From an optimization exercise on the open Yosys and OpenROAD flow, aimed at small area, a short achievable clock period and few clock cycles per item; shortcuts taken in it are not production practice.
In this exercise RTL edits were held to simulation tests only and were not proved equivalent to the original.
Power and IR drop assume default switching activity.

===== design/flow/run.sh =====
#!/bin/bash
# synth_recipe.tcl (not shown) runs the flow's synth.tcl, then flattens the netlist and writes it again
# the make line also repeats each setting of config.mk as NAME=value (left out here)
make -C /OpenROAD-flow-scripts/flow DESIGN_CONFIG=/design/flow/config.mk WORK_HOME=/design/flow/orfs CLKGATE_MAP_FILE= SYNTH_SCRIPT=/design/flow/synth_recipe.tcl finish

===== design/flow/config.mk =====
export PLATFORM = sky130hd
export DESIGN_NAME = hb_rx
export DESIGN_NICKNAME = hb_rx
export VERILOG_FILES = /design/flow/design.v
export SDC_FILE = /design/flow/constraint.sdc
export NUM_CORES = 4
export LEC_CHECK = 0
export CAP_MARGIN = 20
export CORE_MARGIN = 2
export CORE_UTILIZATION = 40
export SLEW_MARGIN = 20

===== design/flow/constraint.sdc =====
create_clock -name core_clock -period 10.0 [get_ports {clk}]
set_input_delay 2.0000 -clock core_clock [delete_from_list [all_inputs] [get_ports {clk}]]
set_output_delay 2.0000 -clock core_clock [all_outputs]
set_load 0.01 [all_outputs]

===== design/flow/design.v =====
module hb_rx (
    input  wire       clk,
    input  wire       rst,         
    input  wire       in_valid,
    output wire       in_ready,
    input  wire [7:0] in_data,
    output wire       ev_valid,
    input  wire       ev_ready,
    output wire [7:0] ev_data
);
    localparam [8:0] RX_CAP = 9'd256;
    localparam [1:0] S_IN  = 2'd0,     
                     S_FIN = 2'd1,     
                     S_EV  = 2'd2;     
    localparam [2:0] P_SEARCH = 3'd0,    
                     P_LINK   = 3'd1,
                     P_LEN    = 3'd2,
                     P_METH   = 3'd3,    
                     P_PATH   = 3'd4,
                     P_SKIP   = 3'd5;    
    localparam [7:0] M_GET = 8'd0, M_POST = 8'd1, M_OTHER = 8'd2;
    localparam [7:0] CH_LF = 8'h0A, CH_CR = 8'h0D, CH_SP = 8'h20;
    reg [1:0]  state;
    reg [2:0]  pstate;
    reg [8:0]  rx_len;        
    reg [2:0]  mpos;          
    reg [9:0]  link;
    reg [1:0]  link_n;
    reg [16:0] lenv;
    reg [2:0]  len_n;
    reg [2:0]  mi;            
    reg        g_ok, p_ok;
    reg [7:0]  method;
    reg        pend_v;        
    reg [7:0]  pend;
    reg [7:0]  plen;          
    reg [7:0]  pbuf [0:255];
    reg        f_files;       
    reg        f_card;        
    reg        f_qm;          
    reg [3:0]  mk;            
    reg        f_mf;          
    reg [23:0] last3;         
    reg        ev_drop;       
    reg [7:0]  ev_reason;
    reg [8:0]  eidx;          
    wire take = in_valid && in_ready;
    wire [7:0] b = in_data;
    assign in_ready = (state == S_IN);
    function [7:0] marker_ch(input [2:0] i);
        case (i)
            3'd0: marker_ch = "+";
            3'd1: marker_ch = "I";
            3'd2: marker_ch = "P";
            3'd3: marker_ch = "D";
            default: marker_ch = ",";
        endcase
    endfunction
    function [7:0] get_ch(input [2:0] i);
        case (i)
            3'd0: get_ch = "G";
            3'd1: get_ch = "E";
            3'd2: get_ch = "T";
            default: get_ch = " ";
        endcase
    endfunction
    function [7:0] post_ch(input [2:0] i);
        case (i)
            3'd0: post_ch = "P";
            3'd1: post_ch = "O";
            3'd2: post_ch = "S";
            3'd3: post_ch = "T";
            default: post_ch = " ";
        endcase
    endfunction
    function [7:0] files_ch(input [7:0] i);
        case (i)
            8'd0: files_ch = "/";
            8'd1: files_ch = "f";
            8'd2: files_ch = "i";
            8'd3: files_ch = "l";
            8'd4: files_ch = "e";
            default: files_ch = "s";
        endcase
    endfunction
    function [7:0] card_ch(input [7:0] i);
        case (i)
            8'd0: card_ch = "/";
            8'd1: card_ch = "c";
            8'd2: card_ch = "a";
            8'd3: card_ch = "r";
            8'd4: card_ch = "d";
            8'd5: card_ch = "d";
            8'd6: card_ch = "a";
            8'd7: card_ch = "t";
            default: card_ch = "a";
        endcase
    endfunction
    function [7:0] mf_ch(input [3:0] i);
        case (i)
            4'd0:  mf_ch = "a";
            4'd1:  mf_ch = "c";
            4'd2:  mf_ch = "t";
            4'd3:  mf_ch = "i";
            4'd4:  mf_ch = "o";
            4'd5:  mf_ch = "n";
            4'd6:  mf_ch = "=";
            4'd7:  mf_ch = "m";
            4'd8:  mf_ch = "f";
            4'd9:  mf_ch = "k";
            4'd10: mf_ch = "e";
            4'd11: mf_ch = "y";
            4'd12: mf_ch = "3";
            default: mf_ch = "2";
        endcase
    endfunction
    wire is_digit = (b >= "0") && (b <= "9");
    wire [3:0] dval = b[3:0];
    reg [7:0] route;
    always @(*) begin
        if (method == M_OTHER)
            route = 8'd0;
        else if (f_files && plen == 8'd6)
            route = 8'd1;                                    
        else if (plen >= 8'd3 && last3 == {".", "j", "s"})
            route = 8'd2;                                    
        else if (f_mf)
            route = 8'd3;                                    
        else if ((plen == 8'd1 && last3[7:0] == "/") || f_qm)
            route = 8'd4;                                    
        else if (f_card && plen == 8'd9)
            route = 8'd5;                                    
        else
            route = 8'd0;                                    
    end
    reg [7:0] ev_byte;
    wire [8:0] pidx = eidx - 9'd10;    
    always @(*) begin
        if (ev_drop)
            ev_byte = (eidx == 9'd0) ? 8'h83 : ev_reason;
        else begin
            case (eidx)
                9'd0: ev_byte = 8'h82;
                9'd1: ev_byte = link[7:0];
                9'd2: ev_byte = lenv[7:0];
                9'd3: ev_byte = lenv[15:8];
                9'd4: ev_byte = {7'd0, lenv[16]};
                9'd5: ev_byte = 8'd0;
                9'd6: ev_byte = method;
                9'd7: ev_byte = route;
                9'd8: ev_byte = plen;
                9'd9: ev_byte = 8'd0;
                default: ev_byte = pbuf[pidx[7:0]];
            endcase
        end
    end
    assign ev_valid = (state == S_EV);
    assign ev_data  = ev_byte;
    wire ev_last = ev_drop ? (eidx == 9'd1) : (eidx == {1'b0, plen} + 9'd9);
    task commit_path(input [7:0] c);
        begin
            pbuf[plen] <= c;
            plen       <= plen + 8'd1;
            last3      <= {last3[15:0], c};
            f_files    <= f_files && (plen < 8'd6) && (c == files_ch(plen));
            f_card     <= f_card  && (plen < 8'd9) && (c == card_ch(plen));
            if (plen == 8'd1 && last3[7:0] == "/" && c == "?")
                f_qm <= 1'b1;
            if (!f_mf) begin
                if (c == mf_ch(mk)) begin
                    mk <= mk + 4'd1;
                    if (mk == 4'd13)
                        f_mf <= 1'b1;
                end else
                    mk <= (c == "a") ? 4'd1 : 4'd0;
            end
        end
    endtask
    wire ovf = (rx_len == RX_CAP);
    always @(posedge clk) begin
        if (rst) begin
            state  <= S_IN;
            pstate <= P_SEARCH;
            rx_len <= 9'd0;
            mpos   <= 3'd0;
            eidx   <= 9'd0;
        end else begin
            case (state)
                S_IN: if (take) begin
                    if (ovf) begin
                        ev_drop   <= 1'b1;
                        ev_reason <= 8'd1;
                        eidx      <= 9'd0;
                        state     <= S_EV;
                        rx_len    <= 9'd1;
                        pstate    <= P_SEARCH;
                        mpos      <= (b == "+") ? 3'd1 : 3'd0;
                    end else begin
                        rx_len <= rx_len + 9'd1;
                        case (pstate)
                            P_SEARCH: begin
                                if (b == marker_ch(mpos)) begin
                                    if (mpos == 3'd4) begin
                                        pstate <= P_LINK;
                                        link   <= 10'd0;
                                        link_n <= 2'd0;
                                        mpos   <= 3'd0;
                                    end else
                                        mpos <= mpos + 3'd1;
                                end else
                                    mpos <= (b == "+") ? 3'd1 : 3'd0;
                            end
                            P_LINK: begin
                                if (is_digit && link_n != 2'd3) begin
                                    link   <= link * 10'd10 + {6'd0, dval};
                                    link_n <= link_n + 2'd1;
                                end else if (b == "," && link_n != 2'd0 && link <= 10'd255) begin
                                    pstate <= P_LEN;
                                    lenv   <= 17'd0;
                                    len_n  <= 3'd0;
                                end else begin
                                    ev_drop   <= 1'b1;
                                    ev_reason <= 8'd0;
                                    eidx      <= 9'd0;
                                    state     <= S_EV;
                                    rx_len    <= 9'd0;
                                    pstate    <= P_SEARCH;
                                end
                            end
                            P_LEN: begin
                                if (is_digit && len_n != 3'd5) begin
                                    lenv  <= lenv * 17'd10 + {13'd0, dval};
                                    len_n <= len_n + 3'd1;
                                end else if (b == ":" && len_n != 3'd0) begin
                                    pstate  <= P_METH;
                                    mi      <= 3'd0;
                                    g_ok    <= 1'b1;
                                    p_ok    <= 1'b1;
                                    method  <= M_OTHER;
                                    pend_v  <= 1'b0;
                                    plen    <= 8'd0;
                                    last3   <= 24'd0;
                                    f_files <= 1'b1;
                                    f_card  <= 1'b1;
                                    f_qm    <= 1'b0;
                                    mk      <= 4'd0;
                                    f_mf    <= 1'b0;
                                end else begin
                                    ev_drop   <= 1'b1;
                                    ev_reason <= 8'd0;
                                    eidx      <= 9'd0;
                                    state     <= S_EV;
                                    rx_len    <= 9'd0;
                                    pstate    <= P_SEARCH;
                                end
                            end
                            P_METH: begin
                                if (b == CH_LF)
                                    state <= S_FIN;
                                else begin
                                    mi   <= mi + 3'd1;
                                    g_ok <= g_ok && (mi < 3'd4) && (b == get_ch(mi));
                                    p_ok <= p_ok && (b == post_ch(mi));
                                    if (g_ok && mi == 3'd3 && b == " ") begin
                                        method <= M_GET;
                                        pstate <= P_PATH;
                                    end else if (p_ok && mi == 3'd4 && b == " ") begin
                                        method <= M_POST;
                                        pstate <= P_PATH;
                                    end else if (!(g_ok && mi < 3'd4 && b == get_ch(mi)) &&
                                                 !(p_ok && b == post_ch(mi)))
                                        pstate <= P_SKIP;
                                end
                            end
                            P_PATH: begin
                                if (b == CH_LF)
                                    state <= S_FIN;
                                else begin
                                    if (pend_v)
                                        commit_path(pend);
                                    if (b == CH_SP) begin
                                        pend_v <= 1'b0;
                                        pstate <= P_SKIP;
                                    end else begin
                                        pend_v <= 1'b1;
                                        pend   <= b;
                                    end
                                end
                            end
                            P_SKIP: begin
                                if (b == CH_LF)
                                    state <= S_FIN;
                            end
                            default: pstate <= P_SEARCH;
                        endcase
                    end
                end
                S_FIN: begin
                    if (pstate == P_PATH && pend_v && pend != CH_CR)
                        commit_path(pend);
                    pend_v  <= 1'b0;
                    ev_drop <= 1'b0;
                    eidx    <= 9'd0;
                    rx_len  <= 9'd0;
                    pstate  <= P_SEARCH;
                    state   <= S_EV;
                end
                S_EV: if (ev_ready) begin
                    eidx <= eidx + 9'd1;
                    if (ev_last) begin
                        eidx  <= 9'd0;
                        state <= S_IN;
                    end
                end
                default: state <= S_IN;
            endcase
        end
    end
endmodule

==> results.tsv <==
metric	value	unit
Tcrit/Tclk final	88.6	%
Multi-input gate area	23000	um^2
Mapped Area	89700	um^2
crit path time final	8.86	ns
DP Wirelength	151	mm
Peak VDD IR	166	uV
critical path fanouts, max	40	
M1 GR Usage	30.4	%
# IOs	22	
number of synthesized register bits	2176	
RSZ-0062 raised after global routing	false	
first drt pass iteration count	6	
post-synth top area share	71.5	%
filler instances	18900	
outcome	complete, no violations	
LEAKAGE	30.0	nW
number of global-route vias before repair	47800	
H-tree depth	4	
critical path arrival	6.86	ns
Synth-to-Final Area Change	11.8	%
Final Power	17.9	mW
Post-synth EDFFs	2138	
die footprint	228000	um^2
Fin Clk Skew	0.0551	ns
Via density	5.98	
slowest CP cell	ha_4	
antenna violations before repair	12	
Core Region	223000	um^2
syn_nets	5014	
GPL Wtd Cong	0.848	
total CTS buffers	217	
Post-DP Area	93300	um^2
Final Instance Count excl. Fillers	8151	
Final Cell Area	100000	um^2
fin util	45.1	%
top_reg_cell synth	edfxtp_1	
gr busiest metal	met2	
synth unique cells	89	
critical path's largest stage delay	0.89	ns
DRC viols	0	
critical path's most frequent cell	nor3_1	
Worst Tran Pin Value	1.15	ns
clk buf depth	3	
die height	478	um
Nets	5077	
met2 usage	33.0	%
Worst-Skew Late Latency	0.86	ns
Slew headroom	22.1	%
Root Driver	clkbuf_16	
Starting Density	40.3	%
CTS resizes	0	
commonest non-fill, non-tap cell in the layout	edfxtp_1	
Final Hold Fails	0	
CTS Hold Bufs	0	
worst path required time	8.00	ns
Routed Antenna Nets	0	
max frequency	113	MHz
Setup Fix Bufs, Post-CTS	0	
commonest non-fill, non-tap cells in the layout	edfxtp_1, mux4_2, nor2_1	
PD cells	179	nW/um^2
vias post-DR	48700	
post-route setup TNS	0	ns
critical path class	reg2out	
critical path cell sequence	inv_2, ha_4, nor2_4, buf_8, a221oi_1, nor3_1, o311ai_0, a311oi_1, a2111oi_2, nor2_1, nor3_1, clkdlybuf4s50_1	
aggregate global-route resource usage	21.5	%
met3 Resource Use GR	4.52	%
max-slew violations	0	
register area	65000	um^2
mean routed wirelength per cell	30.5	um
sequential fraction of the synthesis area	72.4	%
setup violators final	0	
Post-synth ARST share	0	%
Ys Warns	1	
cell count after synthesis	4927	
min-delay worst type	reg2reg	
clock slew at reported path FFs	0.06	ns
row cnt	173	
Synth area leaders	edfxtp_1, mux4_2, mux2i_1, nor2_1, a221oi_1	
Crit. End Element	output pin	
startpoint class of the critical path	flip-flop	
Post-Place Cells	7746	
# port buffers	21	
max-cap violations	0	
largest net degree at the start of global routing	195	
GR Overflow Total	0	
Post-Route WL	249	mm
total clock sinks	2176	
Initial DRC Count	6242	
Die X	478	um
CTS tree	yes	
global-route wire length before repair	357	mm
leading area contributor after synthesis	edfxtp_1	
share of post-route cells with drive strength above 1	18.0	%
Syn Area/Cell	18.2	um^2
-- cell type report --
class                      instances  area share [%]
clock buffer                     257            5.60
clock inverter                   145            1.44
timing repair buffer             143            1.35
inverter                          60           0.224
tap                             2975            3.71
sequential                      2176            64.7
multi-input combinational       2392            22.9
antenna                            3         0.00748
-- synthesized netlist by cell type, types with 11 or more instances --
cell / count
a211oi_1: 26
a21o_1: 13
a21oi_1: 98
a221o_1: 22
a221oi_1: 111
a22oi_1: 41
a311oi_1: 15
a31oi_1: 18
and2_1: 21
and3_1: 21
buf_1: 24
buf_2: 54
buf_4: 37
buf_6: 48
clkbuf_1: 134
dfxtp_1: 38
edfxtp_1: 2138
ha_1: 71
inv_1: 58
mux2_2: 11
mux2i_1: 281
mux4_2: 420
nand2_1: 148
nand2b_1: 32
nand3_1: 63
nand4_1: 28
nor2_1: 391
nor2b_1: 48
nor3_1: 79
nor4_1: 26
o211ai_1: 24
o21a_1: 14
o21ai_0: 93
o311ai_0: 15
o31ai_1: 16
or3_1: 18
xnor2_1: 44
xor2_1: 25
-- sequential cells by signal, indices dropped and copies added (netlist names), 3 cells and up, named ones only --
name    cells
pbuf     2048
last3      24
lenv       17
link       10
eidx        9
rx_len      9
pend        8
plen        8
mk          4
len_n       3
mi          3
mpos        3
pstate      3
-- critical path: cells and delay by family, from the launching register on --
kind | cells | cell delay (ns)
buffers and inverters | 3 | 1.27
adders and majority gates | 1 | 0.89
AOI/OAI and AO/OA | 4 | 2.05
and+or+nand+nor | 4 | 1.03
DFF | 1 | 0.66
-- final timing paths --
check | from | slack (ns) | to | depth (start not counted)
max | eidx[1]$_SDFFE_PP0P_ | 1.14 | ev_data[6] | 12
min | rx_len[8]$_SDFFE_PP0P_ | 0.50 | rx_len[8]$_SDFFE_PP0P_ | 1
max reg2reg | pend[6]$_DFFE_PP_ | 4.28 | pbuf[19][5]$_DFFE_PP_ | 11
min reg2reg | rx_len[8]$_SDFFE_PP0P_ | 0.50 | rx_len[8]$_SDFFE_PP0P_ | 1
-- per-layer routing --
metal	wire length, um	up-vias
met3	22500	424
met1	102000	25600
met2	115000	2426
met5	60	-
met4	8970	8
li1	-	20200
-- report_power, final --
part           internal, mW  leakage (nW)  switching (mW)
clock                  4.48          3.44            3.56
combinational        0.0135          7.01          0.0208
sequential             9.86          19.6        0.000909
-- metrics by stage --
stage	setup slack, ns	hold slack [ns]
global placement	1.92	0.479
finish	1.14	0.499
detailed placement	1.99	0.484
CTS	1.06	0.500
global route	1.04	0.528
floorplan	3.45	0.448
-- cell families after synthesis --
group / after synthesis / synth area share [%]
flip-flops: 2176 / 72.4
AND/OR/NAND/NOR: 936 / 5.03
multiplexers: 712 / 13.8
AO/OA/AOI/OAI: 599 / 4.84
buffers and inverters: 359 / 2.16
adder cells (fa/ha/maj): 75 / 1.08
XOR/XNOR: 70 / 0.692
Testbench counts, summed over its fixed seeds: cycles 36,506, items 480.

==> static timing again, ports no longer ideal <==
No port has a modelled driver above. Below, the same layout with a new extraction and two added sets of constraints. Step 1 (the two cells are an assumption about what drives the block):
set clk [get_ports {clk}]
set_driving_cell -lib_cell sky130_fd_sc_hd__clkbuf_16 $clk
set_driving_cell -lib_cell sky130_fd_sc_hd__buf_2 [delete_from_list [all_inputs] $clk]
Step 2, shift: input delay + t, output delay - t, t = (earliest + latest rising clock arrival at the registers) / 2. This alone moves slack from input paths to output paths. Slacks: no drivers / after step 1 / after step 2; pairs: no drivers / after step 1.
t (ns): 0.931
setup slack, ns: 1.141 / 1.052 / 1.983
latest minus earliest clock arrival (ns): 0.077 / 0.076
slew at the worst register clock pin (ns): 0.07 / 0.07
After both steps this run still meets setup and hold. For this run, drivers alone change the setup slack by -0.089 ns; drivers and shift together by +0.842 ns.
